What follows belongs to an exercise in optimizing a design on an open flow for small area, a short achievable clock period and few clock cycles per item; a production flow would make more cautious choices.
Only simulation tests tie the RTL to the original design; equivalence was not proved.

ember:
Design bope_geom, start of the top module:
module bope_geom (
    input  wire        clk,
    input  wire        rst,         
    input  wire        in_valid,
    output wire        in_ready,
    input  wire [1:0]  in_op,       
    input  wire [31:0] in_arg0,     
    input  wire [31:0] in_arg1,     
    input  wire [31:0] in_arg2,     
    input  wire [31:0] in_arg3,     
    input  wire [31:0] in_arg4,     
    output reg         out_valid,
    input  wire        out_ready,
    output reg  [3:0]  out_err,
    output wire [31:0] out_res0,
    output wire [31:0] out_res1,
    output wire [31:0] out_res2
);
    localparam OP_VALIDATE  = 2'd0;
    localparam OP_GEOM      = 2'd1;
    localparam OP_PIXADDR   = 2'd2;
    localparam OP_BYTEXFORM = 2'd3;
    localparam ERR_NONE        = 4'd0;
    localparam ERR_INVALID_FMT = 4'd1;
    localparam ERR_UNSUPPORTED = 4'd5;
    localparam ERR_CONTRACT    = 4'd7;
    localparam ERR_ILLEGAL     = 4'd8;
    reg  k_v;                        
    wire adv = !k_v;                 
    assign in_ready = adv;
    reg         q_v;
  ...
Size in the first run: ~2800 cells after synthesis, about 290 flip-flops, ~28000 um2 of cells after synthesis.
clock: 22.0 ns
lec_check: 0
cap_margin: 20
core_margin: 2
core_utilization: 40
slew_margin: 20
standard.sh (not shown) runs the stock make flow with config.mk's settings and CLKGATE_MAP_FILE= SYNTH_SCRIPT=/design/flow/synth_recipe.tcl, a recipe that flattens the netlist after the stock synthesis.
==> flow/flow/run.sh <==
#!/bin/bash
# The standard layout, with plain buf_1 cells as the port buffers
# instead of the delay cells buffer_ports picks on its own.
set -o pipefail
export BUFFER_PORTS_ARGS="-buffer_cell sky130_fd_sc_hd__buf_1"
bash standard.sh > standard.log 2>&1
Testbench counts of ember, summed over its fixed seeds: cycles 24,024, items 24,000.
Relative to ember, the following input files were edited for nickel:
==> flow/flow/run.sh <==
#!/bin/bash
# The standard layout, with plain buf_1 cells as the port buffers
# instead of the delay cells buffer_ports picks on its own, and repair_timing
# (after CTS and after global routing) aiming well past the 0-slack mark.
set -o pipefail
export BUFFER_PORTS_ARGS="-buffer_cell sky130_fd_sc_hd__buf_1"
export SETUP_SLACK_MARGIN=16
bash standard.sh > standard.log 2>&1
--- outcome ---
nickel completed every stage of the flow, and the final layout passed the timing, design-rule and antenna checks. [nickel] net count of the finished layout rose about 3.5% relative to ember. Final standard cell count with taps included and fillers excluded was lower in ember than in nickel. nickel vs ember: via count up in nickel.

wip/pepper:
Another version of the RTL of bope_geom (not shown whole).
For scale: roughly 32000 um^2 of cells after synthesis.
clock: 22.0 ns
lec_check: 0
cap_margin: 20
core_margin: 2
core_utilization: 40
cts_cluster_diameter: 120
cts_cluster_size: 24
place_density: 0.75
slew_margin: 20
==> flow/flow/run.sh <==
#!/bin/bash
# The standard layout, with plain buf_1 cells as the port buffers
# instead of the delay cells buffer_ports picks on its own, and repair_timing
# (after CTS and after global routing) aiming well past the 0-slack mark.
set -o pipefail
export BUFFER_PORTS_ARGS="-buffer_cell sky130_fd_sc_hd__buf_1"
export SETUP_SLACK_MARGIN=16.5
bash standard.sh > standard.log 2>&1
wip/pepper ended with every stage complete and zero timing, DRC or antenna violations.
Testbench counts of wip/pepper, summed over its fixed seeds: cycles 24,032, items 24,000.
The following lists how wip/zinc was set up differently from wip/pepper:
Settings: CTS_CLUSTER_DIAMETER no longer set, was 120; CTS_CLUSTER_SIZE no longer set, was 24; PLACE_DENSITY no longer set, was 0.75.
==> run summary <==
Any difference in post-route clock period utilization between wip/zinc and wip/pepper is small enough to ignore. Compared with wip/pepper, in wip/zinc share of cell area taken by multi-input logic gates saw a decrease, fraction of area in registers went down, synthesis-to-layout area growth up 3.2 points.
Setup changes, wip/zinc to wip/umber
Settings: putting CTS_CLUSTER_DIAMETER at 120 where nothing was set; putting CTS_CLUSTER_SIZE at 24 where nothing was set.
## What came out
- Summary of wip/umber over wip/zinc: register-to-register slack comparable; worst hold slack now larger.
- wip/umber finished end to end and its layout was clean on timing, DRC and antenna.
- When the final numbers for wip/umber and wip/zinc were put side by side, the global-route usage turned out to be greater in wip/zinc.
- wip/umber vs. wip/zinc: worst setup slack after layout rose 0.0074 ns, delay contributed by the slowest stage of the critical path about even, via total after detailed routing fell 274, number of inserted filler cells in the final layout rose 88.
- Between wip/umber and wip/zinc, the difference in part of the cycle the worst path needs is negligible.
- The run showing the smaller post-route minimum period is wip/umber.
For wip/willow, these inputs were changed with respect to wip/umber:
Settings: a change of CTS_CLUSTER_DIAMETER from 120 to 150; a change of CTS_CLUSTER_SIZE from 24 to 30.
wip/willow: no failed stages, no open violations at the end
Summary of wip/willow over wip/umber: number of clock buffer instances in the layout dropped 6.9%, number of logic stages on the critical path including buffering barely changed.
Between wip/umber and wip/willow, the final layout net count does not differ in any meaningful way.
Status: maximum operating frequency parity (wip/umber, wip/willow)
There was hardly any difference in share of the final layout cell area in sequential cells between wip/umber and wip/willow.
| stage delay of the slowest cell on the critical path | wip/willow vs wip/umber | ≈ equal |
wip/willow vs. wip/umber: final routed wirelength across all metal layers went down by about 0.54%.
There was hardly any difference in final area between wip/umber and wip/willow.

Starting RTL as in the previous note.
## bope_geom
module bope_geom (
    input  wire        clk,
    input  wire        rst,         
    input  wire        in_valid,
    output wire        in_ready,
    input  wire [1:0]  in_op,       
    input  wire [31:0] in_arg0,     
    input  wire [31:0] in_arg1,     
    input  wire [31:0] in_arg2,     
    input  wire [31:0] in_arg3,     
    input  wire [31:0] in_arg4,     
    output reg         out_valid,
    input  wire        out_ready,
    output reg  [3:0]  out_err,
    output wire [31:0] out_res0,
    output wire [31:0] out_res1,
    output wire [31:0] out_res2
);
    localparam OP_VALIDATE  = 2'd0;
    localparam OP_GEOM      = 2'd1;
    localparam OP_PIXADDR   = 2'd2;
    localparam OP_BYTEXFORM = 2'd3;
    localparam ERR_NONE        = 4'd0;
    localparam ERR_INVALID_FMT = 4'd1;
    localparam ERR_UNSUPPORTED = 4'd5;
    localparam ERR_CONTRACT    = 4'd7;
    localparam ERR_ILLEGAL     = 4'd8;
    reg  k_v;                        
    wire adv = !k_v;                 
    assign in_ready = rdy;
    reg         q_v;
    reg  [1:0]  q_op;
    reg  [21:0] q_a0;                
    reg         q_bad;               
    reg         q_pad8, q_pad16, q_pad32;
    reg  [15:0] q_w, q_h;
    reg  [15:0] q_x, q_y;
    reg         q_xhi, q_yhi;        
    reg  [5:0]  q_k;
    reg         q_khi;               
    reg  [4:0]  q_d;                 
    reg         q_d32;               
    wire       in_geom = (in_op == OP_GEOM);
    wire       in_pk   = in_arg0[14];
    wire [4:0] d_in    = in_geom ? (in_pk ? 5'd1 : in_arg0[4:0]) : (in_pk ? 5'd0 : in_arg4[4:0]);
    wire       d32_in  = in_geom & ~in_pk & in_arg0[5];
    always @(posedge clk) begin
        if (rst)      q_v <= 1'b0;
        else if (adv) q_v <= in_valid;
    end
    always @(posedge clk) begin
        if (adv) begin
            q_op    <= in_op;
            q_a0    <= in_arg0[21:0];
            q_bad   <= (in_op == OP_BYTEXFORM) ? (in_arg0[31:10] != 22'd0)
                                               : ((in_arg0[23:22] != 2'd0) || (in_arg0[31:30] != 2'd0));
            q_pad8  <= (in_arg0[29:24] == 6'd8);
            q_pad16 <= (in_arg0[29:24] == 6'd16);
  ...
export LEC_CHECK = 0
export CAP_MARGIN = 20
export CORE_MARGIN = 2
export CORE_UTILIZATION = 55
export CTS_CLUSTER_DIAMETER = 120
export CTS_CLUSTER_SIZE = 24
export PLACE_DENSITY = 0.68
export SLEW_MARGIN = 20
create_clock -name core_clock -period 22.0 [get_ports {clk}]
Scripts as last shown in full above: flow/flow/run.sh
Testbench counts at the start, summed over its fixed seeds: cycles 24,032, items 24,000.
==> next run, changes <==
--- a/flow/flow/run.sh
+++ b/flow/flow/run.sh
@@ -7 +7 @@
-export SETUP_SLACK_MARGIN=16.5
+export SETUP_SLACK_MARGIN=15.5
Settings changed: CORE_UTILIZATION 55 to 40, PLACE_DENSITY 0.68 to unset.
Effect: Design area goes up slightly. Die area goes up by well over a third. Wire length goes up by a few percent. Maximum frequency goes down by a few percent. Worst hold slack improves by 3.1 ps.

==> re-timing with driven ports <==
No port has a modelled driver above. Below, the same layouts with a new extraction and two added sets of constraints.
Step 1 (the two cells are an assumption about what drives the block):
set clk [get_ports {clk}]
set_driving_cell -lib_cell sky130_fd_sc_hd__clkbuf_16 $clk
set_driving_cell -lib_cell sky130_fd_sc_hd__buf_2 [delete_from_list [all_inputs] $clk]
Step 2 also shifts input and output timing later by t, the mid clock arrival at the registers, as if the neighbouring blocks saw the same clock.
Three values: ideal, step 1, step 2; two values: the first two.
run	t, ns	setup slack, ns	hold slack, ns	worst setup path at the end
ember	0.614	14.963 / 14.963 / 14.963	0.466 / 0.466 / 0.466	register to register
nickel	0.613	15.820 / 15.755 / 15.927	0.462 / 0.462 / 0.462	register to register
wip/pepper	0.631	16.437 / 16.376 / 16.239	0.426 / 0.426 / 0.426	input to register
wip/zinc	0.658	16.425 / 16.359 / 16.148	0.408 / 0.408 / 0.408	input to register
wip/umber	0.641	16.432 / 16.365 / 16.159	0.433 / 0.433 / 0.433	input to register
wip/willow	0.623	16.430 / 16.367 / 16.170	0.414 / 0.414 / 0.414	input to register
the first run of note 3	0.623	16.457 / 16.397 / 16.224	0.434 / 0.434 / 0.434	input to register
the second run of note 3	0.638	16.247 / 16.247 / 16.243	0.438 / 0.438 / 0.438	input to register
After both steps setup and hold are still met in every run listed. For wip/zinc, which loses most, drivers alone change the setup slack by -0.066 ns; drivers and shift together by -0.277 ns.
